From an optimization exercise on the open Yosys and OpenROAD flow, aimed at small area, a short achievable clock period and few clock cycles; shortcuts taken in it are not production practice.
Where RTL was checked, it was by simulation tests only, not by an equivalence proof against the original.
Only the layout flow was run in runs 1, 2 and 4; the RTL was not checked for function there.
Power is estimated from default activity; no workload was simulated.

==> design.v <==
module dec9 (
    input  wire       clk,
    input  wire       rst,
    input  wire       req_valid,
    output wire       req_ready,
    input  wire [7:0] req_p,
    input  wire [7:0] req_s,
    input  wire       in_valid,
    output wire       in_ready,
    input  wire [7:0] in_data,
    output wire       out_valid,
    input  wire       out_ready,
    output wire [7:0] out_char,
    output wire       out_last,
    output wire [3:0] out_fault,
    output wire [1:0] out_status,
    output wire       out_sign,
    output wire [6:0] out_intg,
    output wire [6:0] out_frac,
    output wire [3:0] out_len
);
    localparam [3:0] F_NONE        = 4'd0;
    localparam [3:0] F_BADNUMBER   = 4'd1;
    localparam [3:0] F_BADPARAM    = 4'd3;
    localparam [3:0] F_EMPTYDIGITS = 4'd7;
    localparam [3:0] F_GROUPRANGE  = 4'd8;
    localparam [1:0] ST_OK        = 2'd0;
    localparam [1:0] ST_TRUNCATED = 2'd1;
    localparam [1:0] ST_OVERFLOW  = 2'd2;
    localparam [31:0] GMAX = 32'd999999999;
    localparam [3:0] DEPTH = 4'd8;
    localparam [2:0] P_IDLE = 3'd0;
    localparam [2:0] P_S0   = 3'd1;     
    localparam [2:0] P_S1   = 3'd2;     
    localparam [2:0] P_S2   = 3'd3;     
    localparam [2:0] P_READ = 3'd4;
    localparam [2:0] K_IP   = 3'd0;   
    localparam [2:0] K_IF   = 3'd1;   
    localparam [2:0] K_FF   = 3'd2;   
    localparam [2:0] K_FP   = 3'd3;   
    localparam [2:0] K_NONE = 3'd4;   
    localparam [1:0] NX_REC = 2'd0;   
    localparam [1:0] NX_GRP = 2'd1;   
    localparam [1:0] NX_DOT = 2'd2;   
    function [2:0] dig2bytes(input [3:0] d);
        case (d)
            4'd0:    dig2bytes = 3'd0;
            4'd1:    dig2bytes = 3'd1;
            4'd2:    dig2bytes = 3'd1;
            4'd3:    dig2bytes = 3'd2;
            4'd4:    dig2bytes = 3'd2;
            4'd5:    dig2bytes = 3'd3;
            4'd6:    dig2bytes = 3'd3;
            default: dig2bytes = 3'd4;
        endcase
    endfunction
    function [31:0] pow10(input [3:0] k);
        case (k)
            4'd0:    pow10 = 32'd1;
            4'd1:    pow10 = 32'd10;
            4'd2:    pow10 = 32'd100;
            4'd3:    pow10 = 32'd1000;
            4'd4:    pow10 = 32'd10000;
            4'd5:    pow10 = 32'd100000;
            4'd6:    pow10 = 32'd1000000;
            4'd7:    pow10 = 32'd10000000;
            4'd8:    pow10 = 32'd100000000;
            default: pow10 = 32'd1000000000;
        endcase
    endfunction
    function [4:0] div9(input [7:0] v);
        reg [13:0] m;
        begin
            m = {6'd0, v} * 14'd57;        
            div9 = m[13:9];
        end
    endfunction
    function [3:0] mod9(input [7:0] v);
        reg [4:0] t;                       
        begin
            t = {3'd0, v[7:6]} + {2'd0, v[2:0]} + (5'd9 - {2'd0, v[5:3]});
            if (t >= 5'd18)
                t = t - 5'd18;
            else if (t >= 5'd9)
                t = t - 5'd9;
            mod9 = t[3:0];
        end
    endfunction
    function [35:0] dab(input [35:0] b, input bit_in);
        integer i;
        reg [35:0] t;
        begin
            t = b;
            for (i = 0; i < 9; i = i + 1)
                if (b[4*i +: 4] >= 4'd5)
                    t[4*i +: 4] = b[4*i +: 4] + 4'd3;
            dab = {t[34:0], bit_in};
        end
    endfunction
    reg  [29:0] mem [0:7];
    reg  [2:0]  wp;           
    reg  [2:0]  wp_c;         
    reg  [2:0]  rp;           
    reg  [3:0]  used;         
    reg  [3:0]  avail;        
    reg         rq_v;
    reg  [7:0]  p_r, s_r;
    assign req_ready = !rq_v;
    reg  [2:0]  pstate;
    reg         bad_r;
    reg         in_rdy;        
    reg         cap_first;     
    reg  [7:0]  p_left;        
    reg  [7:0]  skip_left;     
    reg         n_ip;
    reg  [3:0]  n_if;
    reg  [3:0]  n_ff;
    reg         n_fp;
    reg  [1:0]  fbyte;
    reg  [3:0]  intg0x_r;
    reg  [3:0]  frac0x_r;
    reg         primed;        
    reg         d_fld;         
    reg         d_first;       
    reg         d_last;        
    reg  [1:0]  d_kind;
    reg  [7:0]  d_tb;          
    reg         d_w3;          
    reg         d_abz;         
    reg  [31:0] fr;            
    reg         c_gt, c_eq;    
    reg         c_z;           
    reg         scaling;
    reg  [3:0]  sc_k;
    reg         b_v;           
    reg  [7:0]  x;
    reg         bn_r;          
    reg  [1:0]  status_r;
    reg         sign_r;
    reg  [6:0]  intg_r;
    reg  [6:0]  frac_r;
    reg  [3:0]  len_r;
    reg         range_err;
    reg         q_v;
    reg  [3:0]  q_fault;
    reg  [1:0]  q_status;
    reg         q_sign;
    reg  [6:0]  q_intg;
    reg  [6:0]  q_frac;
    reg  [3:0]  q_len;
    wire [4:0]  intg0 = skip_left[4:0];
    wire [4:0]  frac0 = p_left[4:0];
    wire [5:0]  intg1 = {1'b0, intg0} + (intg0x_r != 4'd0 ? 6'd1 : 6'd0);
    wire [5:0]  frac1 = {1'b0, frac0} + (frac0x_r != 4'd0 ? 6'd1 : 6'd0);
    wire [7:0]  lsize = {1'b0, intg0, 2'b00} + {5'd0, dig2bytes(intg0x_r)}
                      + {1'b0, frac0, 2'b00} + {5'd0, dig2bytes(frac0x_r)};
    wire        overflow = intg1 > 6'd9;
    wire        truncate = !overflow && (intg1 + frac1 > 6'd9);
    wire [7:0]  ovf_skip = {5'd0, dig2bytes(intg0x_r)} + {1'b0, intg0 - 5'd9, 2'b00};
    wire [3:0]  trunc_ff = 4'd9 - intg1[3:0];
    wire [2:0] kind = n_ip           ? K_IP :
                      (n_if != 4'd0) ? K_IF :
                      (n_ff != 4'd0) ? K_FF :
                      n_fp           ? K_FP : K_NONE;
    wire [2:0] fwidth = (kind == K_IP) ? dig2bytes(intg0x_r) :
                        (kind == K_FP) ? dig2bytes(frac0x_r) : 3'd4;
    wire       field_end = ({1'b0, fbyte} == fwidth - 3'd1);
    wire [31:0] bound = (kind == K_IP) ? pow10(intg0x_r + 4'd1) : pow10(4'd9);
    wire [1:0]  bj    = fwidth[1:0] - 2'd1 - fbyte;     
    wire       adv_b  = b_v && (pstate == P_READ);
    wire       step   = adv_b || ((pstate == P_READ) && !primed);
    wire       fill       = d_w3 && x[7];
    wire       gt_in      = d_first ? fill : c_gt;
    wire       eq_in      = d_first ? (d_abz && !fill) : c_eq;
    wire       z_in       = d_first || c_z;
    wire       gt_out     = gt_in || (eq_in && (x > d_tb));
    wire       eq_out     = eq_in && (x == d_tb);
    wire       z_out      = z_in && (x == 8'd0);
    wire       fbad       = gt_out || eq_out;
    wire       elide      = (len_r == 4'd0) && z_out && ((d_kind == K_IP[1:0]) || (d_kind == K_IF[1:0]));
    wire [31:0] fval      = {fr[23:0], x};
    wire       f_end      = adv_b && d_fld && d_last && !bn_r;
    wire       b_push     = f_end && !fbad && !elide && (d_kind != K_FP[1:0]);
    wire       sc_push    = scaling && (sc_k == 4'd0) && (used != DEPTH);
    wire       push       = b_push || sc_push;
    wire       wr_slot    = f_end || sc_push;
    wire [29:0] wr_data   = scaling ? fr[29:0] : fval[29:0];
    wire       take_byte  = in_valid && in_rdy;
    wire       parse_done = (pstate == P_READ) && (p_left == 8'd0) && !b_v && !scaling;
    wire [3:0] fin_fault  = bad_r                  ? F_BADPARAM :
                            bn_r                   ? F_BADNUMBER :
                            (len_r == 4'd0)        ? F_EMPTYDIGITS :
                            range_err              ? F_GROUPRANGE : F_NONE;
    wire       finish     = parse_done && !q_v;
    wire       rollback   = finish && (fin_fault != F_NONE);
    wire       commit     = finish && (fin_fault == F_NONE);
    assign in_ready = in_rdy;
    reg         ov, ol, oc5, oc4;    
    reg  [39:0] em;            
    reg  [3:0]  nleft;         
    reg  [3:0]  gleft;         
    reg  [1:0]  nx;
    reg  [3:0]  f_fault;
    reg  [1:0]  f_status;
    reg         f_sign;
    reg  [6:0]  f_intg;
    reg  [6:0]  f_frac;
    reg  [3:0]  f_len;
    reg         c_full;
    reg         c_spec;        
    reg  [3:0]  c_cnt;
    reg  [2:0]  c_nb;          
    reg  [35:0] cbcd;
    wire        c_done = c_full && (c_cnt == 4'd1);
    wire adv       = !ov || out_ready;
    wire unit_more = ov && (nleft != 4'd0);
    wire start_rec = adv && !unit_more && (nx == NX_REC) && q_v;
    wire em_take   = adv && !unit_more && c_done &&
                     ((nx == NX_GRP) || (start_rec && (q_fault == F_NONE) && !q_sign));
    wire c_start   = !c_full && (used != 4'd0) && !((avail == 4'd0) && finish);
    wire c_abort   = rollback && c_full && (c_cnt != 4'd1) && (avail == 4'd0);
    wire pop       = c_full && (c_cnt == 4'd2) && !c_abort;
    assign out_valid  = ov;
    assign out_last   = ol;
    assign out_char   = {2'b00, oc5, oc4, em[39:36]};
    assign out_fault  = f_fault;
    assign out_status = f_status;
    assign out_sign   = f_sign;
    assign out_intg   = f_intg;
    assign out_frac   = f_frac;
    assign out_len    = f_len;
    wire [3:0] used_n = rollback ? (c_spec ? 4'd0 : used - len_r - (pop ? 4'd1 : 4'd0))
                                 : used + (push ? 4'd1 : 4'd0) - (pop ? 4'd1 : 4'd0);
    always @(posedge clk) begin
        if (wr_slot)
            mem[wp] <= wr_data;
    end
    always @(posedge clk) begin
        if (rst) begin
            wp    <= 3'd0;
            wp_c  <= 3'd0;
            rp    <= 3'd0;
            used  <= 4'd0;
            avail <= 4'd0;
        end else begin
            if (rollback)
                wp <= wp_c;
            else if (push)
                wp <= wp + 3'd1;
            if (commit)
                wp_c <= wp;
            if (rollback && c_spec)
                rp <= wp_c;
            else if (pop)
                rp <= rp + 3'd1;
            used <= used_n;
            if (commit)
                avail <= used - (pop ? 4'd1 : 4'd0);
            else if (pop && avail != 4'd0)
                avail <= avail - 4'd1;
        end
    end
    wire rd_n     = (pstate == P_S2) || ((pstate == P_READ) && !finish);
    wire pl_nz_n  = (pstate == P_S2) ? !bad_r :
                    take_byte ? (p_left != 8'd1) : (p_left != 8'd0);
    wire push_est = adv_b && d_fld && d_last && (d_kind != K_FP[1:0]);
    wire room_n   = ({1'b0, used} + {4'd0, push_est} + {4'd0, take_byte}) <= {1'b0, DEPTH - 4'd1};
    wire drain    = (pstate == P_READ) && primed &&
                    (bn_r || ((kind == K_NONE) && (b_v || take_byte || !d_fld)));
    always @(posedge clk) begin
        if (rst) begin
            pstate  <= P_IDLE;
            rq_v    <= 1'b0;
            in_rdy  <= 1'b0;
            b_v     <= 1'b0;
            scaling <= 1'b0;
            q_v     <= 1'b0;
        end else begin
            in_rdy <= rd_n && pl_nz_n && (room_n || drain);
            b_v    <= take_byte;
            if (req_valid && !rq_v)
                rq_v <= 1'b1;
            if (pstate == P_S1)
                rq_v <= 1'b0;
            if (start_rec)
                q_v <= 1'b0;
            if (finish)
                q_v <= 1'b1;
            case (pstate)
            P_IDLE: if (rq_v) pstate <= P_S0;
            P_S0:   pstate <= P_S1;
            P_S1:   pstate <= P_S2;
            P_S2:   pstate <= P_READ;
            P_READ: begin
                if (scaling) begin
                    if (sc_k == 4'd0 && used != DEPTH)
                        scaling <= 1'b0;
                end else if (adv_b && d_fld && d_last && !bn_r && !fbad && d_kind == K_FP[1:0]) begin
                    scaling <= 1'b1;
                end
                if (finish)
                    pstate <= rq_v ? P_S0 : P_IDLE;
            end
            default: pstate <= P_IDLE;
            endcase
        end
    end
    always @(posedge clk) begin
        if (req_valid && !rq_v) begin
            p_r <= req_p;
            s_r <= req_s;
        end
        if (take_byte) begin
            x         <= in_data ^ {cap_first, 7'd0} ^ {8{cap_first ? ~in_data[7] : sign_r}};
            p_left    <= p_left - 8'd1;
            cap_first <= 1'b0;
            if (cap_first)
                sign_r <= ~in_data[7];
        end
        if (step) begin
            primed  <= 1'b1;
            d_fld   <= (skip_left == 8'd0) && (kind != K_NONE);
            d_first <= (fbyte == 2'd0);
            d_last  <= field_end;
            d_kind  <= kind[1:0];
            d_tb    <= bound[{bj, 3'b000} +: 8];
            d_w3    <= (fwidth == 3'd3);
            d_abz   <= (fwidth == 3'd4) || ((bound >> {fwidth[1:0], 3'b000}) == 32'd0);
            if (skip_left != 8'd0) begin
                skip_left <= skip_left - 8'd1;
            end else if (kind != K_NONE) begin
                if (field_end) begin
                    fbyte <= 2'd0;
                    case (kind)
                        K_IP: n_ip <= 1'b0;
                        K_IF: n_if <= n_if - 4'd1;
                        K_FF: n_ff <= n_ff - 4'd1;
                        default: n_fp <= 1'b0;
                    endcase
                end else begin
                    fbyte <= fbyte + 2'd1;
                end
            end
        end
        case (pstate)
        P_S0: begin
            bad_r <= (p_r == 8'd0) || (s_r > p_r);
            p_r   <= p_r - s_r;
        end
        P_S1: begin
            skip_left <= {3'd0, div9(p_r)};
            p_left    <= {3'd0, div9(s_r)};
            intg0x_r  <= mod9(p_r);
            frac0x_r  <= mod9(s_r);
            intg_r    <= p_r[6:0];
            frac_r    <= s_r[6:0];
            bn_r      <= 1'b0;
            len_r     <= 4'd0;
            range_err <= 1'b0;
            cap_first <= 1'b1;
            primed    <= 1'b0;
            fbyte     <= 2'd0;
            fr        <= 32'd0;
        end
        P_S2: begin
            if (bad_r) begin
                p_left    <= 8'd0;
                skip_left <= 8'd0;
                n_ip      <= 1'b0;
                n_if      <= 4'd0;
                n_ff      <= 4'd0;
                n_fp      <= 1'b0;
            end else begin
                p_left <= lsize;
                if (overflow) begin
                    skip_left <= ovf_skip;
                    n_ip      <= 1'b0;
                    n_if      <= 4'd9;
                    n_ff      <= 4'd0;
                    n_fp      <= 1'b0;
                    intg0x_r  <= 4'd0;
                    frac0x_r  <= 4'd0;
                    status_r  <= ST_OVERFLOW;
                    intg_r    <= 7'd81;
                    frac_r    <= 7'd0;
                end else if (truncate) begin
                    skip_left <= 8'd0;
                    n_ip      <= (intg0x_r != 4'd0);
                    n_if      <= intg0[3:0];
                    n_ff      <= trunc_ff;
                    n_fp      <= 1'b0;
                    frac0x_r  <= 4'd0;
                    status_r  <= ST_TRUNCATED;
                    frac_r    <= {trunc_ff, 3'b000} + {3'd0, trunc_ff};
                end else begin
                    skip_left <= 8'd0;
                    n_ip      <= (intg0x_r != 4'd0);
                    n_if      <= intg0[3:0];
                    n_ff      <= frac0[3:0];
                    n_fp      <= (frac0x_r != 4'd0);
                    status_r  <= ST_OK;
                end
            end
        end
        P_READ: begin
            if (scaling) begin
                if (sc_k != 4'd0) begin
                    fr   <= {fr[28:0], 3'b000} + {fr[30:0], 1'b0};
                    sc_k <= sc_k - 4'd1;
                end else if (used != DEPTH) begin
                    len_r <= len_r + 4'd1;
                    if (fr > GMAX)
                        range_err <= 1'b1;
                end
            end else if (adv_b && d_fld) begin
                c_gt <= gt_out;
                c_eq <= eq_out;
                c_z  <= z_out;
                if (d_last) begin
                    fr <= 32'd0;
                    if (!bn_r) begin
                        if (fbad) begin
                            bn_r <= 1'b1;
                        end else if (d_kind == K_FP[1:0]) begin
                            fr   <= fval;
                            sc_k <= 4'd9 - frac0x_r;
                        end else if (elide) begin
                            intg_r <= intg_r - ((d_kind == K_IP[1:0]) ? {3'd0, intg0x_r} : 7'd9);
                        end else begin
                            len_r <= len_r + 4'd1;
                        end
                    end
                end else begin
                    fr <= fval;
                end
            end
        end
        default: ;
        endcase
        if (finish) begin
            q_fault  <= fin_fault;
            q_status <= status_r;
            q_sign   <= sign_r;
            q_intg   <= intg_r;
            q_frac   <= frac_r;
            q_len    <= len_r;
        end
    end
    wire [29:0] rd = mem[rp];
    wire [35:0] c0 = dab(dab(dab({33'd0, rd[29:27]}, rd[26]), rd[25]), rd[24]);
    wire [35:0] c3 = dab(dab(dab(cbcd, c_nb[2]), c_nb[1]), c_nb[0]);
    wire [4:0]  nb_at = {c_cnt - 4'd2, 1'b0} + {1'b0, c_cnt - 4'd2};
    wire [2:0]  nb_next = rd[nb_at +: 3];
    always @(posedge clk) begin
        if (rst) begin
            c_full <= 1'b0;
            c_spec <= 1'b0;
        end else begin
            if ((rollback && c_spec) || c_abort) begin
                c_full <= 1'b0;
                c_spec <= 1'b0;
            end else if (c_start) begin
                c_full <= 1'b1;
                c_spec <= 1'b0;
            end else begin
                if (em_take)
                    c_full <= 1'b0;
                if (pop)
                    c_spec <= (avail == 4'd0) && !commit;
                else if (commit)
                    c_spec <= 1'b0;
            end
        end
    end
    always @(posedge clk) begin
        if (c_start) begin
            c_cnt <= 4'd8;
            cbcd  <= c0;
            c_nb  <= rd[23:21];
        end else if (c_full && c_cnt != 4'd1) begin
            cbcd  <= c3;
            c_nb  <= nb_next;
            c_cnt <= c_cnt - 4'd1;
        end
    end
    always @(posedge clk) begin
        if (rst) begin
            ov <= 1'b0;
            ol <= 1'b0;
            nx <= NX_REC;
            nleft <= 4'd0;
        end else if (adv) begin
            if (unit_more) begin
                nleft <= nleft - 4'd1;
                ol    <= (nleft == 4'd1) && (gleft == 4'd0);
            end else begin
                case (nx)
                NX_GRP: begin
                    ov <= c_done;
                    if (c_done) begin
                        ol    <= 1'b0;
                        nleft <= 4'd8;
                        nx    <= (gleft == 4'd1) ? NX_REC : NX_DOT;
                    end
                end
                NX_DOT: begin
                    ov    <= 1'b1;
                    ol    <= 1'b0;
                    nleft <= 4'd0;
                    nx    <= NX_GRP;
                end
                default: begin
                    ol <= 1'b0;
                    ov <= 1'b0;
                    if (q_v) begin
                        nleft <= 4'd0;
                        if (q_fault != F_NONE) begin
                            ov <= 1'b1;
                            ol <= 1'b1;
                        end else if (q_sign) begin
                            ov <= 1'b1;
                            nx <= NX_GRP;
                        end else begin
                            ov <= c_done;
                            nx <= NX_GRP;
                            if (c_done) begin
                                nleft <= 4'd8;
                                nx    <= (q_len == 4'd1) ? NX_REC : NX_DOT;
                            end
                        end
                    end
                end
                endcase
            end
        end
    end
    always @(posedge clk) begin
        if (adv) begin
            if (unit_more) begin
                em  <= {em[35:0], 4'd0};
                oc4 <= 1'b1;
            end else begin
                case (nx)
                NX_GRP: begin
                    if (c_done) begin
                        em    <= {c3, 4'd0};
                        oc5   <= 1'b1;
                        oc4   <= 1'b1;
                        gleft <= gleft - 4'd1;
                    end
                end
                NX_DOT: begin
                    em[39:36] <= 4'hE;
                    oc5 <= 1'b1;
                    oc4 <= 1'b0;
                end
                default: begin
                    if (q_v) begin
                        f_fault  <= q_fault;
                        f_status <= q_status;
                        f_sign   <= q_sign;
                        f_intg   <= q_intg;
                        f_frac   <= q_frac;
                        f_len    <= q_len;
                        if (q_fault != F_NONE) begin
                            em[39:36] <= 4'h0;
                            oc5 <= 1'b0;
                            oc4 <= 1'b0;
                        end else if (q_sign) begin
                            em[39:36] <= 4'hD;
                            oc5   <= 1'b1;
                            oc4   <= 1'b0;
                            gleft <= q_len;
                        end else if (c_done) begin
                            em    <= {c3, 4'd0};
                            oc5   <= 1'b1;
                            oc4   <= 1'b1;
                            gleft <= q_len - 4'd1;
                        end else begin
                            gleft <= q_len;
                        end
                    end
                end
                endcase
            end
        end
    end
endmodule
==> run.sh <==
#!/bin/bash
# synth_recipe.tcl (not shown) runs the flow's synth.tcl, then flattens the netlist and writes it again
# the make line also repeats each setting of config.mk as NAME=value (left out here)
make -C /OpenROAD-flow-scripts/flow DESIGN_CONFIG=/design/flow/config.mk WORK_HOME=/design/flow/orfs CLKGATE_MAP_FILE= SYNTH_SCRIPT=/design/flow/synth_recipe.tcl finish
==> config.mk <==
export PLATFORM = sky130hd
export DESIGN_NAME = dec9
export DESIGN_NICKNAME = dec9
export VERILOG_FILES = /design/flow/design.v
export SDC_FILE = /design/flow/constraint.sdc
export NUM_CORES = 4
export LEC_CHECK = 0
export CAP_MARGIN = 20
export CORE_MARGIN = 2
export CORE_UTILIZATION = 65
export SLEW_MARGIN = 20
==> constraint.sdc <==
create_clock -name core_clock -period 12.0 [get_ports {clk}]
set_input_delay 2.4000 -clock core_clock [delete_from_list [all_inputs] [get_ports {clk}]]
set_output_delay 2.4000 -clock core_clock [all_outputs]
set_load 0.01 [all_outputs]
==> results.txt, run 1 <==
Detailed routing:
- For this run, design rule violations remaining after detail routing come to 0.
- In this run, the number of DRC markers left after iteration 0 of detailed routing was 1956.
- The post-detailed-routing wire length is 73.8 mm.
- The average via count per standard cell is 6.15.
- The number of antenna-violating nets in the routed design is 0.
- The first-pass iteration count of the detailed router is 5.
- The routed via count is 22400.
- The per-cell routed wire length is 20.2 µm.

Floorplanning:
- The die outline area is 0.0523 mm².
- 66 I/O pins were placed.
- The initial utilization of the core area, before any placement, comes to 65.7%.
- In this run the horizontal extent of the chip is 229 µm.
- The count of standard-cell rows is 82.
- The standard cell core area is 0.0500 mm².
- The die is 229 µm tall.

Cells and area:
- The area added between synthesis and finish is 9.73%.
- The design area is 0.0360 mm².
- Cells with a size suffix above 1 make up 9.15% of the layout.
- The share of the core filled with cells in the final layout is 72.1%.
- The final layout contains 3257 nets.

Synthesis:
- In the synthesized netlist the async set-or-reset flop fraction comes to 0%.
- In this run, synthesis produced a sequential element count of 557.
- The area share of the largest cell type after synthesis is 44.7%.
- After synthesis, the cell types taking the most area are edfxtp_1 (45%), ha_1 (10%), mux4_2 (4.3%).
- The synthesized netlist occupies a cell area of 0.0328 mm².
- Summing the sequential cell areas from Yosys gives 48.9% of the chip area.
- The cell taking the most area after synthesis is edfxtp_1.
- Counting flops with a built-in enable in the synthesized netlist gives 488.
- The instance count of the mapped netlist is 2875.
- For this run, the number of Yosys warnings is 1.
- The synthesized area per cell is 11.4 µm².
- After synthesis, the netlist uses 87 different library cells.
- In the synthesized netlist, the cells that appear most often are edfxtp_1 (488), ha_1 (267), nand2_1 (253).
- The most used flip-flop cell after synthesis is edfxtp_1.
- The most frequent cell after synthesis is edfxtp_1.

Clock tree:
- TritonCTS built the clock tree.
- In this run the post-CTS setup repair buffer count came out at 0.
- The CTS buffer count is 57.
- The clock insertion delay at the later pin of the skew report is 0.64 ns.
- CTS built an H-tree with a depth of 2.
- After clock tree synthesis, the repair step resized 0 gates.
- The root cell of the clock tree is clkbuf_16.
- The tree built by TritonCTS fans out to 557 sinks.
- The CTS clock-pin slew for the worst setup and hold paths is 0.06 ns.
- The maximum count of clock buffers along a single path is 3.
- After clock tree synthesis, the flow added hold-fix buffers numbering 0.

GRT:
- Global routing used 28.6% of the available tracks across all layers.
- In the global route stage, met1 resource usage came out at 39.9%.
- The number of global-route vias before repair is 22500.
- The met2 usage in global routing is 47.2%.
- The global routing usage on met3 is 3.82%.
- The first global-routing pass estimated 119 mm of wire.
- The sum of overflow across all layers after global routing is 0.
- Entering global routing, the biggest net connects 62 pins.
- The initial antenna violation count is 1.
- The most heavily used metal layer in global routing is met2.

Timing:
- Setup total negative slack on the finished layout was measured at 0 ns.
- For the finished layout, the period the worst path requires is 4.85 ns.
- Setup repair after global routing left no endpoint under its margin.
- Setup violations remaining at the end of the flow were counted as 0.
- The number of hold-slack violations in the final timing report is 0.
- The final critical path takes up 40.4% of the cycle.
- Clock skew on the completed layout was measured at 0.0301 ns.
- For the pin with the worst max-slew slack, the measured transition is 1.00 ns.
- The final max-slew violation count is 0.
- The fmax is 0.206 GHz.
- On the final layout, the worst hold slack is 0.411 ns.
- The worst pin sits at a relative slew slack of 32.3%.

Setup path:
- The cell family contributing the most delay on the critical path is buffers and inverters.
- The largest stage delay on the critical path is 0.68 ns.
- The critical path contains buffers and inverters numbering 3 combined.
- Measured in cells, the most critical reg-to-reg path has a length of 18.
- The maximum fanout encountered on the critical timing path is 60.
- The worst path arrival time is 5.20 ns.
- For this design, the slowest cell found on the critical path is buf_4.
- The startpoint class of the critical path is a flip-flop.
- The most repeated library cell on the critical path is ha_1.
- The sort of element at the end of the critical path is a flip-flop.
- Traced cell by cell, the critical path runs through buf_4 -> mux4_2 -> mux2i_4 -> inv_1 -> ha_1 -> inv_1 -> a211oi_1 -> a21oi_1 -> ha_1 -> nor2b_1 -> nor2_2 -> nor3_2 -> xnor2_2 -> ha_1 -> nand2b_1 -> a21bo_2 -> o21ai_1 -> a21oi_1.
- The worst endpoint required time is 12.36 ns.
- The capturing point of the worst reg2reg path is cbcd[2].
- The reg2reg setup slack is 7.15 ns.
- The worst setup path is of the reg2reg kind.

Place:
- The weighted congestion reported at the end of routability-driven placement is 0.895.
- The HPWL after detailed placement is 52.3 mm.
- The placement-stage cell area is 0.0341 mm².
- The quantity of I/O buffers inserted on ports is 63.

Pwr:
- The leakage power of the design is 13.5 nW.
- The power per standard cell area is 227 mW/mm².
- VDD sags by at most 0.171 mV.

Hold path:
- The tightest min-delay check is of the reg2reg type.
- In this run the most critical hold path is launched from q_status[1].
- For hold timing, the worst endpoint is f_status[1].
- Counting instances, the worst hold path has a depth of 0.

Outcome:
- The flow ran to the end and the layout has no timing, DRC or antenna violations.

Flow run:
- Across the run, the number of max-cap violations was 0.
metal layers:
layer	wire, µm	part of all wire (%)	vias up
met2	34900	47	745
met5	0	0	-
met4	1820	2.5	0
met1	31700	43	11000
met3	5350	7.2	133
li1	-	-	10600
metrics by stage:
stage	power (mW)	instances	setup slack (ns)
CTS	8.15	3644	7.18
global route	8.74	3645	6.71
floorplan	5.45	2876	6.13
global placement	6.19	3536	7.38
detailed placement	6.35	3536	7.24
finish	8.16	3646	7.15
state kept, by name, summed over array words and instances, names as in the netlist, 8 cells and up, named ones only:
name,count
d_tb,8
p_r,8
mem,240
cbcd,36
em,40
fr,32
s_r,8
x,8
skip_left,8
p_left,8
placed cells by master, fill, tap and decap left out, types with 13 or more instances in the layout:
cell | netlist | routed
nor2_1 | 181 | 175
dfxtp_1 | 69 | 65
a21o_1 | 35 | 35
nand2_1 | 253 | 253
nand2b_1 | 47 | 47
a21oi_1 | 180 | 180
a211oi_1 | 22 | 22
xor2_1 | 47 | 47
o22ai_1 | 20 | 20
o21a_1 | 14 | 14
nand3_1 | 64 | 64
o21ai_1 | 11 | 15
clkdlybuf4s50_1 | 0 | 63
nand4_1 | 14 | 14
ha_1 | 267 | 267
a22oi_1 | 15 | 15
edfxtp_1 | 488 | 488
o31ai_1 | 19 | 19
nor2b_1 | 32 | 32
fa_1 | 37 | 37
mux4_2 | 63 | 63
o21ai_0 | 189 | 184
clkbuf_1 | 72 | 18
xnor2_1 | 121 | 120
a31oi_1 | 22 | 22
a22o_1 | 13 | 13
buf_4 | 13 | 31
mux2_2 | 49 | 49
and3_1 | 19 | 18
clkbuf_16 | 0 | 58
mux2i_1 | 63 | 63
inv_1 | 200 | 199
nor3_1 | 52 | 50
nor3b_1 | 21 | 21
how the worst max path moves through the flow:
stage                     startpoint       to  slack (ns)  cells after the start
final                      flip-flop  cbcd[2]        7.15                     18
after global routing       flip-flop  cbcd[2]        6.71                     18
after CTS                  flip-flop  cbcd[2]        7.18                     18
after detailed placement   flip-flop  cbcd[1]        7.24                     18
after global placement     flip-flop  cbcd[1]        7.38                     18
after floorplan            out_ready   em[10]        6.13                      3
kinds of logic (layout without fill, tap and decap cells):
family          after synthesis  after routing  synth area share [%]
xor+xnor                    169            169                  4.53
simple gates                727            727                  10.3
mux                         182            182                  8.37
buf+inv                     308            405                  3.81
flops                       557            557                  48.9
compound gates              627            627                  11.7
other cells                   1              3                0.0114
fa+ha+maj                   304            304                  12.4
power breakdown:
group          total [mW]  internal, mW  switching (mW)
registers            2.56          2.37           0.191
logic                3.82          1.55            2.26
clock network        1.78          1.03           0.754
final cells by class:
type	count	area [µm²]
fillers	3543	14000
inverters	202	758
repair buffers	95	891
clock buffers	80	1570
well taps	672	841
multi-input cells	2011	15600
flip-flops and latches	557	16000
diodes	1	2.50
clock inverters	28	319
==> inputs of run 2 (changes only) <==
--- a/design.v
+++ b/design.v
@@ -34,4 +34,5 @@
     localparam [2:0] P_S1   = 3'd2;     
     localparam [2:0] P_S2   = 3'd3;     
+    localparam [2:0] P_S3   = 3'd5;     
     localparam [2:0] P_READ = 3'd4;
     localparam [2:0] K_IP   = 3'd0;   
@@ -98,5 +99,5 @@
         end
     endfunction
-    reg  [29:0] mem [0:7];
+    reg  [30:0] mem [0:7];
     reg  [2:0]  wp;           
     reg  [2:0]  wp_c;         
@@ -159,4 +160,9 @@
     wire [7:0]  ovf_skip = {5'd0, dig2bytes(intg0x_r)} + {1'b0, intg0 - 5'd9, 2'b00};
     wire [3:0]  trunc_ff = 4'd9 - intg1[3:0];
+    wire [7:0]  pl_lsize = fr[7:0];
+    wire [7:0]  pl_skip  = fr[15:8];
+    wire        pl_ovf   = fr[16];
+    wire        pl_trunc = fr[17];
+    wire [3:0]  pl_tff   = fr[21:18];
     wire [2:0] kind = n_ip           ? K_IP :
                       (n_if != 4'd0) ? K_IF :
@@ -185,5 +191,7 @@
     wire       push       = b_push || sc_push;
     wire       wr_slot    = f_end || sc_push;
-    wire [29:0] wr_data   = scaling ? fr[29:0] : fval[29:0];
+    wire [5:0]  wr_top    = scaling ? fr[29:24] : fr[21:16];
+    wire [35:0] wr_bcd    = dab(dab(dab({33'd0, wr_top[5:3]}, wr_top[2]), wr_top[1]), wr_top[0]);
+    wire [30:0] wr_data   = {wr_bcd[6:0], scaling ? fr[23:0] : fval[23:0]};
     wire       take_byte  = in_valid && in_rdy;
     wire       parse_done = (pstate == P_READ) && (p_left == 8'd0) && !b_v && !scaling;
@@ -230,6 +238,11 @@
     assign out_frac   = f_frac;
     assign out_len    = f_len;
-    wire [3:0] used_n = rollback ? (c_spec ? 4'd0 : used - len_r - (pop ? 4'd1 : 4'd0))
-                                 : used + (push ? 4'd1 : 4'd0) - (pop ? 4'd1 : 4'd0);
+    wire [3:0] used_inc = used + 4'd1;
+    wire [3:0] used_dec = used - 4'd1;
+    wire [3:0] used_rb  = used - len_r;
+    wire [3:0] used_rbd = used - len_r - 4'd1;
+    wire [3:0] used_n = rollback ? (c_spec ? 4'd0 : (pop ? used_rbd : used_rb)) :
+                        (push && !pop) ? used_inc :
+                        (pop && !push) ? used_dec : used;
     always @(posedge clk) begin
         if (wr_slot)
@@ -261,6 +274,6 @@
         end
     end
-    wire rd_n     = (pstate == P_S2) || ((pstate == P_READ) && !finish);
-    wire pl_nz_n  = (pstate == P_S2) ? !bad_r :
+    wire rd_n     = (pstate == P_S3) || ((pstate == P_READ) && !finish);
+    wire pl_nz_n  = (pstate == P_S3) ? !bad_r :
                     take_byte ? (p_left != 8'd1) : (p_left != 8'd0);
     wire push_est = adv_b && d_fld && d_last && (d_kind != K_FP[1:0]);
@@ -291,5 +304,6 @@
             P_S0:   pstate <= P_S1;
             P_S1:   pstate <= P_S2;
-            P_S2:   pstate <= P_READ;
+            P_S2:   pstate <= P_S3;
+            P_S3:   pstate <= P_READ;
             P_READ: begin
                 if (scaling) begin
@@ -364,4 +378,8 @@
         end
         P_S2: begin
+            fr <= {11'd0, trunc_ff, truncate, overflow, ovf_skip, lsize};
+        end
+        P_S3: begin
+            fr <= 32'd0;
             if (bad_r) begin
                 p_left    <= 8'd0;
@@ -372,7 +390,7 @@
                 n_fp      <= 1'b0;
             end else begin
-                p_left <= lsize;
-                if (overflow) begin
-                    skip_left <= ovf_skip;
+                p_left <= pl_lsize;
+                if (pl_ovf) begin
+                    skip_left <= pl_skip;
                     n_ip      <= 1'b0;
                     n_if      <= 4'd9;
@@ -384,13 +402,13 @@
                     intg_r    <= 7'd81;
                     frac_r    <= 7'd0;
-                end else if (truncate) begin
+                end else if (pl_trunc) begin
                     skip_left <= 8'd0;
                     n_ip      <= (intg0x_r != 4'd0);
                     n_if      <= intg0[3:0];
-                    n_ff      <= trunc_ff;
+                    n_ff      <= pl_tff;
                     n_fp      <= 1'b0;
                     frac0x_r  <= 4'd0;
                     status_r  <= ST_TRUNCATED;
-                    frac_r    <= {trunc_ff, 3'b000} + {3'd0, trunc_ff};
+                    frac_r    <= {pl_tff, 3'b000} + {3'd0, pl_tff};
                 end else begin
                     skip_left <= 8'd0;
@@ -447,9 +465,19 @@
         end
     end
-    wire [29:0] rd = mem[rp];
-    wire [35:0] c0 = dab(dab(dab({33'd0, rd[29:27]}, rd[26]), rd[25]), rd[24]);
+    wire [30:0] rd = mem[rp];
+    wire [35:0] c0 = {29'd0, rd[30:24]};
     wire [35:0] c3 = dab(dab(dab(cbcd, c_nb[2]), c_nb[1]), c_nb[0]);
-    wire [4:0]  nb_at = {c_cnt - 4'd2, 1'b0} + {1'b0, c_cnt - 4'd2};
-    wire [2:0]  nb_next = rd[nb_at +: 3];
+    reg  [2:0]  nb_next;
+    always @(*) begin
+        case (c_cnt[2:0])
+            3'd0:    nb_next = rd[20:18];       
+            3'd7:    nb_next = rd[17:15];
+            3'd6:    nb_next = rd[14:12];
+            3'd5:    nb_next = rd[11:9];
+            3'd4:    nb_next = rd[8:6];
+            3'd3:    nb_next = rd[5:3];
+            default: nb_next = rd[2:0];         
+        endcase
+    end
     always @(posedge clk) begin
         if (rst) begin
==> results.txt, run 2 <==
Synthesis:
- For this run, the number of Yosys warnings is 1.
- By count the netlist is led by edfxtp_1 (490), ha_1 (261), nand2_1 (212).
- After synthesis, the cell types taking the most area are edfxtp_1 (45%), ha_1 (9.9%), dfxtp_1 (4.6%).
- The synthesized area per cell is 11.7 µm².
- The flip-flop and latch count after synthesis is 565.
- The area share of the largest cell type after synthesis is 44.7%.
- The synthesized netlist occupies a cell area of 0.0329 mm².
- For this run, the leading register cell type out of synthesis is edfxtp_1.
- The portion of the post-synthesis area used by sequential elements is 49.3%.
- The biggest area contributor in the post-synthesis netlist is edfxtp_1.
- The cell count after synthesis came out at 2814.
- Of all flip-flops after synthesis, the portion carrying an async set or reset was 0%.
- The count of unique library cells instantiated by Yosys is 99.
- In this run, synthesis inferred 490 flip-flops with an integrated enable.
- By instance count, the leading cell after synthesis is edfxtp_1.

Detailed routing:
- Before antenna repair, the detailed router went through 7 iterations.
- The iteration-0 DRC count of the detailed router is 2086.
- In the routed design, unresolved DRC markers number 0.
- The average via count per standard cell is 6.30.
- The number of antenna-violating nets in the routed design is 0.
- The per-cell routed wire length is 22.1 µm.
- The routed via count is 22600.
- The final layout contains routed wiring with a total length of 79.0 mm.

Floorplanning:
- In this run the vertical extent of the chip is 229 µm.
- The starting density of the core is 65.7%.
- 66 I/O pins were placed.
- The die outline area is 0.0524 mm².
- The count of standard-cell rows is 82.
- From left edge to right edge, the die measures 229 µm.
- The core region is 0.0501 mm².

Setup path:
- The number of cells on the worst reg-to-reg path is 15.
- The critical path in this run is classified as reg2reg.
- The reg2reg setup slack is 7.35 ns.
- The maximum fanout encountered on the critical timing path is 29.
- The startpoint class of the critical path is a flip-flop.
- At the worst endpoint, the required time is 12.51 ns.
- The worst path arrival time is 5.16 ns.
- The worst setup path is captured at a flip-flop.

Timing:
- The part of the cycle the worst path needs is 38.7%.
- For the final database, setup skew stands at 0.0257 ns.
- The routed design could run at a clock period as short as 4.65 ns.
- The final max-slew violation count is 0.
- For this run, the top clock speed supported by timing is 0.215 GHz.
- The max-slew headroom at the worst pin is 33.1%.
- At the pin with the least slew margin, the transition time is 0.993 ns.
- Summed over all failing endpoints, the final setup total negative slack is 0 ns.
- The count of final setup violators is 0.
- Setup repair after global routing left no endpoint under its margin.
- The number of hold-slack violations in the final timing report is 0.

Outcome:
- The run finished with no timing, DRC or antenna violations.

Cells and area:
- In the layout the commonest cells are edfxtp_1 (490), ha_1 (261), nand2_1 (212).
- The most common library cell in the layout ignoring fill and taps is edfxtp_1.
- The area added between synthesis and finish is 10.0%.
- Counting flops per register, the top entry is mem.
- The multi-input combinational cells in the finished layout cover a total of 0.0156 mm².
- The register with the most flip-flops in the layout has 248 of them.
- In the final layout, the registers with the most flip-flops are mem x248, em x40, cbcd x36.
- The number of filler cells placed in the layout is 3517.
- The sequential standard cell area is 0.0162 mm².
- Cells fill 72.2% of the core in the end.
- Cells with a size suffix above 1 make up 10.3% of the layout.
- The net count of the finished layout is 3186.

Clock tree:
- The CTS clock-pin slew for the worst setup and hold paths is 0.06 ns.
- CTS placed an instance of clkbuf_16 at the clock tree root.
- The maximum count of clock buffers along a single path is 3.
- In this run the number of H-tree levels came out at 2.
- The quantity of gates resized following cts is 0.
- The TritonCTS sink count is 565.
- Buffers inserted to repair hold after CTS numbered 0.
- TritonCTS built the clock tree.
- Buffers inserted during clock tree synthesis total 58.
- The clock insertion delay at the later pin of the skew report is 0.64 ns.
- Buffers added to address setup during post-CTS repair amount to 0.

Place:
- The HPWL reported at the end of detailed placement is 55.9 mm.
- Input and output buffers added on the ports amount to 63.
- The weighted congestion reported at the end of routability-driven placement is 0.945.

Hold path:
- The class of the worst hold path is reg2reg.
- Counting instances, the worst hold path has a depth of 0.

GRT:
- Global routing used 30.5% of the available tracks across all layers.
- The initial antenna violation count is 1.
- The number of global-route vias before repair is 22900.
- For met2 alone, demand over resource in global routing was 51.6%.
- After global routing, the most crowded layer is met2.
- Entering global routing, the biggest net connects 50 pins.
- The wire length of the first global-routing pass is 125 mm.
- The sum of overflow across all layers after global routing is 0.
- Global routing consumed, on the met1 layer, 40.1% of the routing resources.
- The global routing usage on met3 is 4.85%.

Pwr:
- The worst-case IR drop observed on VDD is 0.134 mV.
- The leakage power of the design is 13.3 nW.
- The power per standard cell area is 223 mW/mm².

Flow run:
- Across the run, the number of max-cap violations was 0.
## run 2: cell count changes after synthesis, moves of 8 or more
cell,change
a21oi_1,-25
xnor2_1,-15
nand2_1,-41
inv_1,-19
o22ai_1,-8
nor2b_1,+9
mux2i_1,+14
or3_1,+8
nor2_1,-24
## run 2: layer usage
metal / share of wire [%] / wire, µm
met1: 41 / 32500
met2: 49 / 38500
met4: 3.0 / 2400
met5: 0 / 0
met3: 7.1 / 5590
## run 2: logic make-up (layout without fill, tap and decap cells)
family          after synthesis  count (layout)  synth area share [%]
buf+inv                     288             378                  3.50
mux                         198             198                  8.68
fa+ha+maj                   297             297                  12.1
compound gates              608             608                  11.8
xor+xnor                    156             156                  4.22
simple gates                701             701                  10.4
other cells                   1               3                0.0114
flops                       565             565                  49.3
## run 2: worst paths after layout
check             from         to
max          pstate[2]    used[3]
min          q_frac[1]  f_frac[1]
max reg2reg  pstate[2]    used[3]
min reg2reg  q_frac[1]  f_frac[1]
## run 2: where the power goes
part | internal [mW] | leakage (nW) | switching (mW) | total (mW)
Sequential | 2.40 | 5.00 | 0.227 | 2.63
Clock | 1.07 | 0.943 | 0.784 | 1.85
Combinational | 1.46 | 7.37 | 2.11 | 3.57
## run 2: final cells by class
class / instances / share of cell area (%)
flip-flops and latches: 565 / 44.9
multi-input cells: 1962 / 43.2
clock buffers: 69 / 4.24
well taps: 672 / 2.32
repair buffers: 85 / 2.26
inverters: 188 / 1.95
clock inverters: 36 / 1.18
diodes: 1 / 0.00692
## run 2: worst max-delay path: stages, from the launching register on
cell and delay (ns):
dfxtp_1 0.49, nor2b_2 0.52, nand2_2 0.30, inv_2 0.33
nand4_2 0.24, inv_2 0.51, o21a_1 0.28, a31oi_2 0.27
or2b_1 0.37, ha_1 0.29, a21o_1 0.18, a21oi_1 0.19
nor2b_1 0.16, mux2i_1 0.10, xnor2_1 0.17, o22ai_1 0.09
## run 2: per-stage QoR
step           instance area (µm²)  power (mW)  setup slack (ns)  instances  hold WS (ns)
2_1_floorplan                32900        5.27              6.12       2815         0.400
3_3_place_gp                 34200        6.01              6.96       3471         0.403
3_5_place_dp                 34200        6.18              6.91       3471         0.405
4_1_cts                      36100        8.05              7.39       3576         0.417
5_1_grt                      36200        8.61              6.98       3577         0.422
6_report                     36200        8.06              7.35       3578         0.418
==> inputs of run 3 (changes only) <==
--- a/design.v
+++ b/design.v
@@ -30,10 +30,10 @@
     localparam [31:0] GMAX = 32'd999999999;
     localparam [3:0] DEPTH = 4'd8;
-    localparam [2:0] P_IDLE = 3'd0;
-    localparam [2:0] P_S0   = 3'd1;     
-    localparam [2:0] P_S1   = 3'd2;     
-    localparam [2:0] P_S2   = 3'd3;     
-    localparam [2:0] P_S3   = 3'd5;     
-    localparam [2:0] P_READ = 3'd4;
+    localparam P_IDLE = 0;
+    localparam P_S0   = 1;     
+    localparam P_S1   = 2;     
+    localparam P_S2   = 3;     
+    localparam P_S3   = 4;     
+    localparam P_READ = 5;     
     localparam [2:0] K_IP   = 3'd0;   
     localparam [2:0] K_IF   = 3'd1;   
@@ -108,5 +108,5 @@
     reg  [7:0]  p_r, s_r;
     assign req_ready = !rq_v;
-    reg  [2:0]  pstate;
+    reg  [5:0]  ps;
     reg         bad_r;
     reg         in_rdy;        
@@ -174,6 +174,6 @@
     wire [31:0] bound = (kind == K_IP) ? pow10(intg0x_r + 4'd1) : pow10(4'd9);
     wire [1:0]  bj    = fwidth[1:0] - 2'd1 - fbyte;     
-    wire       adv_b  = b_v && (pstate == P_READ);
-    wire       step   = adv_b || ((pstate == P_READ) && !primed);
+    wire       adv_b  = b_v;                
+    wire       step   = adv_b || (ps[P_READ] && !primed);
     wire       fill       = d_w3 && x[7];
     wire       gt_in      = d_first ? fill : c_gt;
@@ -195,5 +195,5 @@
     wire [30:0] wr_data   = {wr_bcd[6:0], scaling ? fr[23:0] : fval[23:0]};
     wire       take_byte  = in_valid && in_rdy;
-    wire       parse_done = (pstate == P_READ) && (p_left == 8'd0) && !b_v && !scaling;
+    wire       parse_done = ps[P_READ] && (p_left == 8'd0) && !b_v && !scaling;
     wire [3:0] fin_fault  = bad_r                  ? F_BADPARAM :
                             bn_r                   ? F_BADNUMBER :
@@ -205,5 +205,5 @@
     assign in_ready = in_rdy;
     reg         ov, ol, oc5, oc4;    
-    reg  [39:0] em;            
+    reg  [35:0] em;            
     reg  [3:0]  nleft;         
     reg  [3:0]  gleft;         
@@ -231,5 +231,5 @@
     assign out_valid  = ov;
     assign out_last   = ol;
-    assign out_char   = {2'b00, oc5, oc4, em[39:36]};
+    assign out_char   = {2'b00, oc5, oc4, em[35:32]};
     assign out_fault  = f_fault;
     assign out_status = f_status;
@@ -274,14 +274,14 @@
         end
     end
-    wire rd_n     = (pstate == P_S3) || ((pstate == P_READ) && !finish);
-    wire pl_nz_n  = (pstate == P_S3) ? !bad_r :
+    wire rd_n     = ps[P_S3] || (ps[P_READ] && !finish);
+    wire pl_nz_n  = ps[P_S3] ? !bad_r :
                     take_byte ? (p_left != 8'd1) : (p_left != 8'd0);
     wire push_est = adv_b && d_fld && d_last && (d_kind != K_FP[1:0]);
     wire room_n   = ({1'b0, used} + {4'd0, push_est} + {4'd0, take_byte}) <= {1'b0, DEPTH - 4'd1};
-    wire drain    = (pstate == P_READ) && primed &&
+    wire drain    = ps[P_READ] && primed &&
                     (bn_r || ((kind == K_NONE) && (b_v || take_byte || !d_fld)));
     always @(posedge clk) begin
         if (rst) begin
-            pstate  <= P_IDLE;
+            ps      <= 6'd1 << P_IDLE;
             rq_v    <= 1'b0;
             in_rdy  <= 1'b0;
@@ -294,5 +294,5 @@
             if (req_valid && !rq_v)
                 rq_v <= 1'b1;
-            if (pstate == P_S1)
+            if (ps[P_S1])
                 rq_v <= 1'b0;
             if (start_rec)
@@ -300,22 +300,35 @@
             if (finish)
                 q_v <= 1'b1;
-            case (pstate)
-            P_IDLE: if (rq_v) pstate <= P_S0;
-            P_S0:   pstate <= P_S1;
-            P_S1:   pstate <= P_S2;
-            P_S2:   pstate <= P_S3;
-            P_S3:   pstate <= P_READ;
-            P_READ: begin
-                if (scaling) begin
-                    if (sc_k == 4'd0 && used != DEPTH)
-                        scaling <= 1'b0;
-                end else if (adv_b && d_fld && d_last && !bn_r && !fbad && d_kind == K_FP[1:0]) begin
-                    scaling <= 1'b1;
-                end
-                if (finish)
-                    pstate <= rq_v ? P_S0 : P_IDLE;
+            if (ps[P_IDLE] && rq_v) begin
+                ps[P_IDLE] <= 1'b0;
+                ps[P_S0]   <= 1'b1;
+            end
+            if (ps[P_S0]) begin
+                ps[P_S0] <= 1'b0;
+                ps[P_S1] <= 1'b1;
+            end
+            if (ps[P_S1]) begin
+                ps[P_S1] <= 1'b0;
+                ps[P_S2] <= 1'b1;
+            end
+            if (ps[P_S2]) begin
+                ps[P_S2] <= 1'b0;
+                ps[P_S3] <= 1'b1;
+            end
+            if (ps[P_S3]) begin
+                ps[P_S3]   <= 1'b0;
+                ps[P_READ] <= 1'b1;
+            end
+            if (scaling) begin
+                if (sc_k == 4'd0 && used != DEPTH)
+                    scaling <= 1'b0;
+            end else if (adv_b && d_fld && d_last && !bn_r && !fbad && d_kind == K_FP[1:0]) begin
+                scaling <= 1'b1;
+            end
+            if (finish) begin
+                ps[P_READ] <= 1'b0;
+                ps[P_S0]   <= rq_v;
+                ps[P_IDLE] <= !rq_v;
             end
-            default: pstate <= P_IDLE;
-            endcase
         end
     end
@@ -357,10 +370,9 @@
             end
         end
-        case (pstate)
-        P_S0: begin
+        if (ps[P_S0]) begin
             bad_r <= (p_r == 8'd0) || (s_r > p_r);
             p_r   <= p_r - s_r;
         end
-        P_S1: begin
+        if (ps[P_S1]) begin
             skip_left <= {3'd0, div9(p_r)};
             p_left    <= {3'd0, div9(s_r)};
@@ -377,8 +389,8 @@
             fr        <= 32'd0;
         end
-        P_S2: begin
+        if (ps[P_S2]) begin
             fr <= {11'd0, trunc_ff, truncate, overflow, ovf_skip, lsize};
         end
-        P_S3: begin
+        if (ps[P_S3]) begin
             fr <= 32'd0;
             if (bad_r) begin
@@ -421,5 +433,5 @@
             end
         end
-        P_READ: begin
+        if (ps[P_READ]) begin
             if (scaling) begin
                 if (sc_k != 4'd0) begin
@@ -454,6 +466,4 @@
             end
         end
-        default: ;
-        endcase
         if (finish) begin
             q_fault  <= fin_fault;
@@ -566,5 +576,5 @@
         if (adv) begin
             if (unit_more) begin
-                em  <= {em[35:0], 4'd0};
+                em  <= {em[31:0], em[3:0]};
                 oc4 <= 1'b1;
             end else begin
@@ -572,5 +582,5 @@
                 NX_GRP: begin
                     if (c_done) begin
-                        em    <= {c3, 4'd0};
+                        em    <= c3;
                         oc5   <= 1'b1;
                         oc4   <= 1'b1;
@@ -579,5 +589,5 @@
                 end
                 NX_DOT: begin
-                    em[39:36] <= 4'hE;
+                    em[35:32] <= 4'hE;
                     oc5 <= 1'b1;
                     oc4 <= 1'b0;
@@ -592,14 +602,14 @@
                         f_len    <= q_len;
                         if (q_fault != F_NONE) begin
-                            em[39:36] <= 4'h0;
+                            em[35:32] <= 4'h0;
                             oc5 <= 1'b0;
                             oc4 <= 1'b0;
                         end else if (q_sign) begin
-                            em[39:36] <= 4'hD;
+                            em[35:32] <= 4'hD;
                             oc5   <= 1'b1;
                             oc4   <= 1'b0;
                             gleft <= q_len;
                         end else if (c_done) begin
-                            em    <= {c3, 4'd0};
+                            em    <= c3;
                             oc5   <= 1'b1;
                             oc4   <= 1'b1;
==> results.txt, run 3 <==
Outcome:
- The flow ran to the end and the layout has no timing, DRC or antenna violations.

Setup path:
- The reg2reg setup slack is 7.49 ns.
- STA classifies the critical path endpoint as a flip-flop.
- The maximum fanout encountered on the critical timing path is 47.
- For the worst setup path, the data required time is 12.28 ns.
- The critical register-to-register path startpoint is scaling.
- The startpoint class of the critical path is a flip-flop.
- At the worst endpoint, the arrival time is 4.79 ns.
- The worst register-to-register path ends at mem[2][27].
- The number of cells on the worst reg-to-reg path is 11.
- The critical path class is reg2reg.

Detailed routing:
- The final layout contains routed wiring with a total length of 85.9 mm.
- Dividing the detail-routed via count by the number of cells gives 6.45.
- The routed via count is 23800.
- For this run, design rule violations remaining after detail routing come to 0.
- The pre-antenna-repair detailed-routing pass consisted of 6 iterations.
- In the final routed layout, each cell accounts on average for 23.3 µm.
- The iteration-0 DRC count of the detailed router is 1934.
- The number of antenna-violating nets in the routed design is 0.

GRT:
- The initial antenna violation count came to 1.
- The aggregate global-route resource usage is 32.9%.
- The largest net degree at the start of global routing is 48.
- The number of global-route vias before repair is 23900.
- The first global-routing pass estimated 135 mm of wire.
- The sum of overflow across all layers after global routing is 0.

Timing:
- The number of hold-slack violations in the final timing report is 0.
- The count of final setup violators is 0.
- The part of the cycle the worst path needs is 37.6%.
- Clock skew on the completed layout was measured at 0.0406 ns.
- For the finished layout, the period the worst path requires is 4.51 ns.
- In the final timing run, aggregate negative setup slack is 0 ns.
- The max-slew headroom at the worst pin is 29.9%.
- For this run, the top clock speed supported by timing is 0.222 GHz.
- The final max-slew violation count is 0.
- Setup repair after global routing left no endpoint under its margin.
- The worst slack on hold paths is 0.415 ns.
- At the pin with the least slew margin, the transition time is 1.05 ns.

Pwr:
- The leakage power of the design is 13.7 nW.
- The power per standard cell area is 171 mW/mm².
- The largest voltage drop on the vdd net is 0.137 mV.
- The total power after layout is 6.22 mW.

Synthesis:
- Synthesis handed over a netlist of 2920 instances.
- Among all flip-flop cells after synthesis, the most frequent one is edfxtp_1.
- The flip-flop and latch count after synthesis is 564.
- The synthesized netlist occupies a cell area of 0.0331 mm².
- The cell taking the most area after synthesis is edfxtp_1.
- The count of unique library cells instantiated by Yosys is 108.
- The top cell type by area accounts for 38.7% of the synthesized area.
- In the post-synthesis netlist, the biggest area contributors are edfxtp_1 (39%), ha_1 (9.9%), dfxtp_1 (8.4%).
- The proportion of register bits with asynchronous set or reset after synthesis is 0%.
- By count the netlist is led by edfxtp_1 (426), ha_1 (262), nand2_1 (205).
- The most frequent cell after synthesis is edfxtp_1.
- A synthesized cell averages 11.3 µm².
- For this run, the number of Yosys warnings is 1.
- Sequential cells were found to cover 47.0% of the synthesized design area.
- The synthesized design contains 426 enable-type register cells.

Floorplanning:
- After floorplanning, the core was sized to cover 0.0502 mm².
- For this configuration, the core starts out at a cell density of 65.9%.
- After floorplanning, the core was divided into 82 placement rows.
- The die outline area is 0.0527 mm².
- The floorplan die width is 230 µm.
- In this run the vertical extent of the chip is 230 µm.
- 66 I/O pins were placed.

Clock tree:
- The maximum count of clock buffers along a single path is 3.
- The TritonCTS sink count is 564.
- The quantity of gates resized following cts is 0.
- The clock tree from TritonCTS is built.
- Buffers inserted during clock tree synthesis total 58.
- The later pin in the worst-skew pair is clocked with a latency of 0.65 ns.
- The root buffer cell chosen for the clock tree is clkbuf_16.
- Buffers added to address setup during post-CTS repair amount to 0.
- The number of buffers inserted by hold repair at cts is 0.
- The CTS clock-pin slew for the worst setup and hold paths is 0.06 ns.
- The clock tree synthesis step divided the H-tree into 2 levels.

Hold path:
- For hold timing, the worst endpoint is f_status[1].
- The number of cells on the worst hold path is 0.
- The tightest min-delay check is of the reg2reg type.
- The startpoint of the lowest-slack hold path is q_status[1].

Place:
- The HPWL reported at the end of detailed placement is 59.2 mm.
- The quantity of I/O buffers inserted on ports is 63.
- The weighted congestion reported at the end of routability-driven placement is 0.978.
- The number of placed cells counting well taps is 3575.

Flow run:
- The tool flagged a number of max-cap violations equal to 0.

Cells and area:
- The total number of nets in the final design is 3290.
- The largest registers in the layout are mem x248, cbcd x36.
- In the layout the commonest cells are edfxtp_1 (426), ha_1 (262), nand2_1 (205).
- The share of cells above drive strength 1 is 10.6%.
- Compared with the post-synthesis result, the final layout area differs by 9.80%.
- mem holds more flip-flops than any other register.
- The library cell used most frequently in the layout, excluding fill and tap cells, is edfxtp_1.
- The count of antenna diodes in the layout is 0.
- The register with the most flip-flops in the layout has 248 of them.
- Once layout is complete, the cells apart from fillers number 3684.
## run 3: cell count changes after synthesis, moves of 12 or more
cell / before / now
nand3_1: 66 / 54
dfxtp_1: 75 / 138
edfxtp_1: 490 / 426
o21ai_1: 11 / 28
a21oi_1: 155 / 183
o21ai_0: 187 / 152
nor2_1: 157 / 175
## run 3: cells by family (layout without fill, tap and decap cells)
logic type | Yosys count | count (layout) | share of synthesized area [%]
adder cells (fa/ha/maj) | 298 | 298 | 12.1
AND/OR/NAND/NOR | 733 | 733 | 11.1
flip-flops | 564 | 564 | 47.0
AO/OA/AOI/OAI | 665 | 665 | 13.1
buffers and inverters | 310 | 401 | 3.89
multiplexers | 206 | 206 | 8.98
XOR/XNOR | 143 | 143 | 3.81
other | 1 | 2 | 0.0113
## run 3: report_power, final
part / total [mW] / switching [mW] / internal [mW]
sequential: 2.47 / 0.205 / 2.27
combinational: 1.90 / 1.14 / 0.762
clock: 1.85 / 0.791 / 1.05
## run 3: layout make-up
type | count | area (µm²)
clock buffers | 74 | 1560
repair buffers | 95 | 938
well taps | 672 | 841
clock inverters | 35 | 374
multi-input cells | 2047 | 16300
flip-flops and latches | 564 | 15600
fillers | 3448 | 13800
inverters | 197 | 744
## run 3: how the worst max path moves through the flow
stage                             to       from  slack [ns]  depth (start not counted)
final                     mem[2][27]    scaling        7.49                         11
after global routing      mem[3][26]    scaling        7.13                         13
after CTS                 mem[1][27]    scaling        7.55                         11
after detailed placement      em[14]  out_ready        7.47                          3
after global placement        in_rdy   in_valid        7.50                          8
after floorplan            mem[0][0]    sc_k[0]        7.91                          8
## run 3: metal layers
metal	part of all wire (%)	routed length [µm]	vias up	global-route usage, %
met5	0	0	-	0
li1	-	-	10800	-
met2	48	41500	1053	55.1
met4	4.7	4030	0	14.5
met3	7.5	6450	223	4.39
met1	40	33900	11600	42.9
## run 3: stage by stage
stage               setup WS, ns  area, µm²  utilization (%)
floorplan                   7.91      33100                -
global placement            7.50      34300             68.3
detailed placement          7.47      34400             68.5
CTS                         7.55      36300             72.4
global route                7.13      36300             72.4
finish                      7.49      36300             72.4
## run 3: critical path, stage by stage (launching register included)
cell,delay (ns)
dfxtp_2,0.42
buf_4,0.52
mux2i_2,0.59
nor3_1,0.11
a21oi_1,0.28
ha_1,0.24
nand2b_1,0.12
a211oi_1,0.35
a2bb2oi_2,0.28
xnor2_1,0.17
ha_1,0.27
o21ai_0,0.80
Testbench counts of run 3, summed over its fixed seeds: cycles 91,038.
==> inputs of run 4 (changes only) <==
--- a/design.v
+++ b/design.v
@@ -88,4 +88,73 @@
         end
     endfunction
+    function [6:0] bcd6(input [5:0] v);
+        case (v)
+            6'd0: bcd6 = 7'h00;
+            6'd1: bcd6 = 7'h01;
+            6'd2: bcd6 = 7'h02;
+            6'd3: bcd6 = 7'h03;
+            6'd4: bcd6 = 7'h04;
+            6'd5: bcd6 = 7'h05;
+            6'd6: bcd6 = 7'h06;
+            6'd7: bcd6 = 7'h07;
+            6'd8: bcd6 = 7'h08;
+            6'd9: bcd6 = 7'h09;
+            6'd10: bcd6 = 7'h10;
+            6'd11: bcd6 = 7'h11;
+            6'd12: bcd6 = 7'h12;
+            6'd13: bcd6 = 7'h13;
+            6'd14: bcd6 = 7'h14;
+            6'd15: bcd6 = 7'h15;
+            6'd16: bcd6 = 7'h16;
+            6'd17: bcd6 = 7'h17;
+            6'd18: bcd6 = 7'h18;
+            6'd19: bcd6 = 7'h19;
+            6'd20: bcd6 = 7'h20;
+            6'd21: bcd6 = 7'h21;
+            6'd22: bcd6 = 7'h22;
+            6'd23: bcd6 = 7'h23;
+            6'd24: bcd6 = 7'h24;
+            6'd25: bcd6 = 7'h25;
+            6'd26: bcd6 = 7'h26;
+            6'd27: bcd6 = 7'h27;
+            6'd28: bcd6 = 7'h28;
+            6'd29: bcd6 = 7'h29;
+            6'd30: bcd6 = 7'h30;
+            6'd31: bcd6 = 7'h31;
+            6'd32: bcd6 = 7'h32;
+            6'd33: bcd6 = 7'h33;
+            6'd34: bcd6 = 7'h34;
+            6'd35: bcd6 = 7'h35;
+            6'd36: bcd6 = 7'h36;
+            6'd37: bcd6 = 7'h37;
+            6'd38: bcd6 = 7'h38;
+            6'd39: bcd6 = 7'h39;
+            6'd40: bcd6 = 7'h40;
+            6'd41: bcd6 = 7'h41;
+            6'd42: bcd6 = 7'h42;
+            6'd43: bcd6 = 7'h43;
+            6'd44: bcd6 = 7'h44;
+            6'd45: bcd6 = 7'h45;
+            6'd46: bcd6 = 7'h46;
+            6'd47: bcd6 = 7'h47;
+            6'd48: bcd6 = 7'h48;
+            6'd49: bcd6 = 7'h49;
+            6'd50: bcd6 = 7'h50;
+            6'd51: bcd6 = 7'h51;
+            6'd52: bcd6 = 7'h52;
+            6'd53: bcd6 = 7'h53;
+            6'd54: bcd6 = 7'h54;
+            6'd55: bcd6 = 7'h55;
+            6'd56: bcd6 = 7'h56;
+            6'd57: bcd6 = 7'h57;
+            6'd58: bcd6 = 7'h58;
+            6'd59: bcd6 = 7'h59;
+            6'd60: bcd6 = 7'h60;
+            6'd61: bcd6 = 7'h61;
+            6'd62: bcd6 = 7'h62;
+            6'd63: bcd6 = 7'h63;
+            default: bcd6 = 7'h00;
+        endcase
+    endfunction
     function [35:0] dab(input [35:0] b, input bit_in);
         integer i;
@@ -192,6 +261,5 @@
     wire       wr_slot    = f_end || sc_push;
     wire [5:0]  wr_top    = scaling ? fr[29:24] : fr[21:16];
-    wire [35:0] wr_bcd    = dab(dab(dab({33'd0, wr_top[5:3]}, wr_top[2]), wr_top[1]), wr_top[0]);
-    wire [30:0] wr_data   = {wr_bcd[6:0], scaling ? fr[23:0] : fval[23:0]};
+    wire [30:0] wr_data   = {bcd6(wr_top), scaling ? fr[23:0] : fval[23:0]};
     wire       take_byte  = in_valid && in_rdy;
     wire       parse_done = ps[P_READ] && (p_left == 8'd0) && !b_v && !scaling;
==> flow/run.sh (new file) <==
#!/bin/bash
# The standard layout (the standard.sh: ORFS synthesis to finish), with
# the port buffers made of buf_2 cells in place of the default pick.
set -euo pipefail
export BUFFER_PORTS_ARGS="-buffer_cell sky130_fd_sc_hd__buf_2"
bash standard.sh > standard.log 2>&1
==> standard.sh (new file) <==
#!/bin/bash
# synth_recipe.tcl (not shown) runs the flow's synth.tcl, then flattens the netlist and writes it again
# the make line also repeats each setting of config.mk as NAME=value (left out here)
make -C /OpenROAD-flow-scripts/flow DESIGN_CONFIG=/design/flow/config.mk WORK_HOME=/design/flow/orfs CLKGATE_MAP_FILE= SYNTH_SCRIPT=/design/flow/synth_recipe.tcl "${@:-finish}"
removed: run.sh
==> results.txt, run 4 <==
Cells and area:
- The repair_antennas step left the layout with diodes totalling 0.
- The largest registers in the layout are mem x248, cbcd x36.
- The share of cells above drive strength 1 is 12.1%.
- mem holds more flip-flops than any other register.
- The number of flip-flops in the largest register is 248.
- The total number of nets in the final design is 3341.
- The library cells used most frequently in the layout, excluding fill and tap cells, are edfxtp_1 (426), ha_1 (259), nand2_1 (221).

Pwr:
- The internal power of the cells totals 4.23 mW.
- The largest voltage drop on the vdd net is 0.134 mV.
- Of the total power, registers draw 37.6%.
- Dividing total power by cell area gives a power density of 181 mW/mm².
- Net switching is 35.3% of the power.
- In this run the static leakage power is 13.9 nW.

GRT:
- The aggregate global-route resource usage is 31.0%.
- Global routing finished with a remaining overflow of 0.
- Entering global routing, the biggest net connects 55 pins.
- The initial antenna violation count is 0.

Setup path:
- The worst path arrival time is 4.52 ns.
- The largest individual stage delay along the critical path comes from the cell dfxtp_1.
- The critical path is of the reg2reg type.
- The number of cells on the worst reg-to-reg path is 17.
- The sum of buffers and inverters on the critical path is 3.
- The worst setup path is captured at a flip-flop.
- The largest single stage delay on the critical path is 0.53 ns.
- The number of stages on the worst setup path is 17.
- Broken down by cell family, the worst path's largest delay share belongs to adder cells.

Floorplanning:
- 66 I/O pins were placed.
- The starting density of the core is 65.3%.
- The standard cell core area is 0.0511 mm².

Synthesis:
- The synthesized area per cell is 11.2 µm².
- The post-synthesis instance area is 0.0334 mm².
- The most used flip-flop cell after synthesis is edfxtp_1.
- Counting flops with a built-in enable in the synthesized netlist gives 426.
- The count of unique library cells instantiated by Yosys is 107.
- In the post-synthesis netlist, the biggest area contributors are edfxtp_1 (38%), ha_1 (9.7%), dfxtp_1 (8.3%).
- Counting instances in the post-synthesis netlist gives the leading cell types as edfxtp_1 (426), ha_1 (259), nand2_1 (221).
- Synthesis handed over a netlist of 2989 instances.
- Synthesis inferred 564 register bits.
- The portion of the post-synthesis area used by sequential elements is 46.6%.
- The number of warnings reported in the yosys synthesis log is 1.
- The cell taking the most area after synthesis is edfxtp_1.

Clock tree:
- The number of buffers inserted by hold repair at cts is 0.
- Once the clock tree was built, the setup fixing pass inserted 0 buffers.
- The CTS clock-pin slew for the worst setup and hold paths is 0.06 ns.
- The maximum count of clock buffers along a single path is 3.
- The number of gates resized after CTS was 0.
- TritonCTS built the clock tree.
- CTS placed an instance of clkbuf_16 at the clock tree root.
- Clock tree synthesis inserted a total of 58 buffers.
- The H-tree depth is 2.

Timing:
- Static timing analysis puts the maximum clock frequency at 0.251 GHz.
- The slew of the pin with the lowest slew margin is 1.07 ns.
- The setup total negative slack is 0 ns.
- Setup repair after global routing left no endpoint under its margin.
- The number of hold-slack violations in the final timing report was 0.
- The final clock skew is 0.0546 ns.
- The shortest period the worst path allows is 3.98 ns.
- The tightest hold path in the finished design has a slack of 0.411 ns.
- The part of the cycle the worst path needs is 33.2%.

Detailed routing:
- Summed over all layers, the routed wires come to 81.7 mm.
- The total DRC errors in the routed layout is 0.
- The average via count per standard cell is 6.30.
- The first-pass iteration count of the detailed router is 6.
- After detailed routing, the average wire length per cell comes to 21.8 µm.
- The post-route met1 wirelength is 33.0 mm.

Place:
- The weighted congestion reported at the end of routability-driven placement is 0.938.
- In this run, placement finished with an instance count of 3637.
- The HPWL reported at the end of detailed placement is 56.0 mm.

Outcome:
- The run finished with no timing, DRC or antenna violations.

Hold path:
- Along the worst hold path, the cell count comes to 0.
- The worst hold path belongs to the class reg2reg.
run 4: path summary, 6_finish.rpt:
path | end | slack (ns) | from
setup / recovery | fr[7] | 8.02 | intg0x_r[0]
hold / removal | f_intg[1] | 0.41 | q_intg[1]
setup reg to reg | fr[7] | 8.02 | intg0x_r[0]
hold reg to reg | f_intg[1] | 0.41 | q_intg[1]
run 4: power by group through the flow:
stage	registers (mW)	clock network (mW)	logic, mW
2_1_floorplan	2.40	0	1.70
5_1_grt	2.47	1.95	2.50
3_5_place_dp	2.50	0	2.19
6_report	2.46	1.85	2.23
4_1_cts	2.46	1.87	2.22
3_3_place_gp	2.49	0	2.09
run 4: through the flow:
stage / utilization, % / instance area [µm²] / total power [mW]
finish: 70.9 / 36200 / 6.55
global route: 70.9 / 36200 / 6.92
CTS: 70.9 / 36200 / 6.55
detailed placement: 67.1 / 34300 / 4.69
global placement: 67.0 / 34300 / 4.58
floorplan: - / 33400 / 4.11
run 4: worst reg2reg max path, delay by kind of cell, from the launching register on:
family                   cells  cell delay (ns)
adder cells (fa/ha/maj)      4             1.29
AO/OA/AOI/OAI                6             1.07
flip-flops                   1             0.53
AND/OR/NAND/NOR              3             0.48
buffers and inverters        3             0.34
XOR/XNOR                     1             0.16
run 4: logic make-up (layout without fill, tap and decap cells):
family	after synthesis	in the layout	synth area share, %
flip-flops	564	564	46.6
adder cells (fa/ha/maj)	295	295	11.9
buffers and inverters	321	395	3.91
XOR/XNOR	149	149	3.95
multiplexers	221	221	9.42
AO/OA/AOI/OAI	683	683	13.2
AND/OR/NAND/NOR	755	755	11.0
other	1	2	0.0112
run 4: routing by layer:
layer,vias up,GRT usage (%)
met4,0,11.7
li1,11100,-
met1,11500,39.2
met5,-,0
met2,830,54.4
met3,195,3.88
run 4: area by class of cell:
type / instances / area (µm²)
Multi-Input combinational cell: 2105 / 16600
Clock inverter: 36 / 412
Sequential cell: 564 / 15600
Inverter: 199 / 747
Timing Repair Buffer: 89 / 523
Fill cell: 3659 / 14900
Tap cell: 680 / 851
Clock buffer: 71 / 1530

Re-timed with assumed drivers on the ports (clkbuf_16 on the clock, buf_2 on other inputs), run 4 has 8.020 ns of setup slack against 8.020 ns with ideal ports, and 7.753 ns once port delays also move by the mid clock arrival of 0.683 ns.
